Source: an optimization exercise on an open RTL-to-GDS flow (aim: a short achievable clock period and few clock cycles). Production flows keep margins and buffers that such runs may drop.
In this exercise RTL edits were held to simulation tests only and were not proved equivalent to the original.

== exp/maple ==
// tc_core
module tc_core (
    input  wire         clk,
    input  wire         rst,         
    input  wire [31:0]  prog_len,
    output wire [31:0]  imem_addr,
    input  wire [127:0] imem_data,
    output wire [1:0]   run_state,
    output wire [1:0]   cause,
    output wire [31:0]  r0,
    output wire [31:0]  r1,
    output wire [31:0]  r2,
    output wire [31:0]  r3
);
==> flow/config.mk <==
export PLATFORM = sky130hd
export DESIGN_NAME = tc_core
export DESIGN_NICKNAME = tc_core
export VERILOG_FILES = /design/flow/design.v
export SDC_FILE = /design/flow/constraint.sdc
export NUM_CORES = 4
export LEC_CHECK = 0
export CAP_MARGIN = 20
export CORE_MARGIN = 2
export CORE_UTILIZATION = 40
export PLACE_DENSITY = 0.6
export SLEW_MARGIN = 20
==> flow/constraint.sdc <==
create_clock -name core_clock -period 12.0 [get_ports {clk}]
set_input_delay 2.4000 -clock core_clock [delete_from_list [all_inputs] [get_ports {clk}]]
set_output_delay 2.4000 -clock core_clock [all_outputs]
set_load 0.01 [all_outputs]
run.sh (not shown) runs the stock make flow with config.mk's settings and CLKGATE_MAP_FILE= SYNTH_SCRIPT=/design/flow/synth_recipe.tcl, a recipe that flattens the netlist after the stock synthesis.
Testbench counts of exp/maple, summed over its fixed seeds: cycles 56,466.
#### Input delta (exp/sierra over exp/maple)
--- a/flow/design.v
+++ b/flow/design.v
@@ -16,22 +16,16 @@
     reg [1:0]  run;
     reg [31:0] x0, x1, x2, x3;
     reg        first;            
     reg [31:0] plen;
     reg [31:0] fpc;
     reg        fstop;            
     reg        rd_go;            
     reg [31:0] rd_val;
-    localparam NJ = 4;
-    reg [NJ-1:0] jv;
-    reg [31:0]   ja [0:NJ-1];
-    reg [31:0]   jt [0:NJ-1];
-    reg [1:0]    jp;
-    integer      i;
     reg        idv;              
     reg [31:0] id_ip;
     reg        id_oor;           
     reg        id_fault;         
     reg        id_exec;          
     reg        id_add, id_mul, id_copy, id_gt, id_eq;
     reg [3:0]  id_s1, id_s2;     
     reg [31:0] id_c1, id_c2;     
@@ -85,27 +79,16 @@
     wire rd2 = (s2[2:0] & id_d) != 3'd0;
     wire f_f1  = pend && is_add && rd1 && !rd2;
     wire f_f2  = pend && is_add && rd2 && !rd1;
     wire f_dep = pend && (rd1 || rd2) && !f_f1 && !f_f2;
     wire f_oor = first ? ($signed(prog_len) <= 32'sd0)
                        : ($signed(fpc) < 32'sd0 || $signed(fpc) >= $signed(plen));
     wire [31:0] fpc_inc = fpc + 32'd1;
     wire [31:0] b_inc   = f_b + 32'd1;
-    reg        hs, h1, h2;
-    reg [31:0] ts, t1, t2;
-    always @* begin
-        hs = 1'b0; h1 = 1'b0; h2 = 1'b0;
-        ts = 32'd0; t1 = 32'd0; t2 = 32'd0;
-        for (i = 0; i < NJ; i = i + 1) begin
-            if (jv[i] && ja[i] == fpc_inc) begin hs = 1'b1; ts = ts | jt[i]; end
-            if (jv[i] && ja[i] == 32'd1)   begin h1 = 1'b1; t1 = t1 | jt[i]; end
-            if (jv[i] && ja[i] == 32'd2)   begin h2 = 1'b1; t2 = t2 | jt[i]; end
-        end
-    end
     wire [31:0] v1 = ({32{id_s1[0]}} & x1) | ({32{id_s1[1]}} & x2) |
                      ({32{id_s1[2]}} & x3) | ({32{id_s1[3]}} & id_c1);
     wire [31:0] v2 = ({32{id_s2[0]}} & x1) | ({32{id_s2[1]}} & x2) |
                      ({32{id_s2[2]}} & x3) | ({32{id_s2[3]}} & id_c2);
     wire [31:0] sum_n = v1 + v2;
     wire [31:0] other = id_f1 ? v2 : v1;
     wire [31:0] sum_f;
     tc_csa_f u_fuse (.rows({other, m2rows}), .sum(sum_f));
@@ -145,53 +128,45 @@
             rd_go  <= 1'b0;
             rd_val <= 32'd0;
             idv    <= 1'b0;
             id_dep <= 1'b0;
             id_f1  <= 1'b0;
             id_f2  <= 1'b0;
             m2v    <= 1'b0;
             m2gj   <= 1'b0;
-            jv     <= {NJ{1'b0}};
-            jp     <= 2'd0;
         end else begin
             if (first) plen <= prog_len;
             first <= 1'b0;
             if (e_wr && id_d[0]) x1 <= eres; else if (m2v && m2d[0]) x1 <= mres;
             if (e_wr && id_d[1]) x2 <= eres; else if (m2v && m2d[1]) x2 <= mres;
             if (e_wr && id_d[2]) x3 <= eres; else if (m2v && m2d[2]) x3 <= mres;
             m2v    <= e_do && id_mul;
             m2rows <= rows;
             m2d    <= id_gj ? 3'd0 : id_d;
             m2gj   <= e_do && id_mul && id_gj;
             if (e_halt || e_fault || f_halt) x0 <= e_go && (id_oor || id_fault) ? id_ip : fpc;
             if (e_halt || f_halt) run <= HALT_NORMAL;
             else if (e_fault) run <= HALT_FAULT;
-            if (f_live && !f_oor && f_fold) begin
-                jv[jp] <= 1'b1;
-                ja[jp] <= fpc;
-                jt[jp] <= b_inc;
-                jp     <= jp + 2'd1;
-            end
             rd_go <= 1'b0;
             if (e_do && id_gj && !id_mul) begin
                 rd_go  <= 1'b1;
                 rd_val <= eres;
             end
             if (m2gj) begin
                 rd_go  <= 1'b1;
                 rd_val <= mres;
             end
             if (stall) begin
                 id_dep <= 1'b0;
                 id_f1  <= 1'b0;
                 id_f2  <= 1'b0;
             end else if (mispred) begin
                 idv   <= 1'b0;
-                fpc   <= h1 ? t1 : 32'd1;
+                fpc   <= 32'd1;
                 fstop <= 1'b0;
             end else if (rd_go) begin
                 idv   <= 1'b0;
                 fpc   <= rd_val + 32'd1;
                 fstop <= 1'b0;
             end else if (!f_live) begin
                 idv   <= 1'b0;
             end else begin
@@ -212,18 +187,18 @@
                 id_d     <= c_zero ? 3'd0 : dsel;
                 id_pred  <= !f_oor && f_pred;
                 id_gj    <= !f_oor && f_gj;
                 id_dep   <= !f_oor && f_exec && f_dep;
                 id_f1    <= !f_oor && f_exec && f_f1;
                 id_f2    <= !f_oor && f_exec && f_f2;
                 if (f_oor || f_fault || f_gj) fstop <= 1'b1;
                 else if (f_fold) fpc <= b_inc;
-                else if (f_pred) fpc <= h2 ? t2 : 32'd2;
-                else fpc <= hs ? ts : fpc_inc;
+                else if (f_pred) fpc <= 32'd2;
+                else fpc <= fpc_inc;
             end
         end
     end
     assign imem_addr = fpc;
     assign run_state = run;
     assign cause     = (run == HALT_FAULT) ? 2'd1 : 2'd0;
     assign r0 = x0;
     assign r1 = x1;
--- outcome ---
- Worst path buffer plus inverter count (higher): exp/sierra
- exp/sierra: global-route usage is 3.1 points lower than what exp/maple reported.
- In exp/sierra, the worst setup slack after placement came out 1.62 ns above the value in exp/maple.
- Density: exp/sierra denser than exp/maple
Testbench counts of exp/sierra, summed over its fixed seeds: cycles 65,130.

re-timing with driven ports:
The results above use ideal ports. As a check the final layouts listed here were re-extracted and re-timed, cells and wires unchanged.
Step 1 assumes that a clkbuf_16 drives the clock port and a buf_2 every other input.
Step 2, shift: input delay + t, output delay - t, t = (earliest + latest rising clock arrival at the registers) / 2. This alone moves slack from input paths to output paths.
Three values: no drivers, after step 1, after step 2; two values: the first two.
| run | shift t [ns] | slack for setup (ns) | worst setup path at the end |
|---|---|---|---|
| exp/maple | 0.830 | 3.312 / 3.312 / 3.312 | register to register |
| exp/sierra | 0.775 | 4.906 / 4.906 / 4.906 | register to register |
After both steps setup and hold are still met in every run listed.
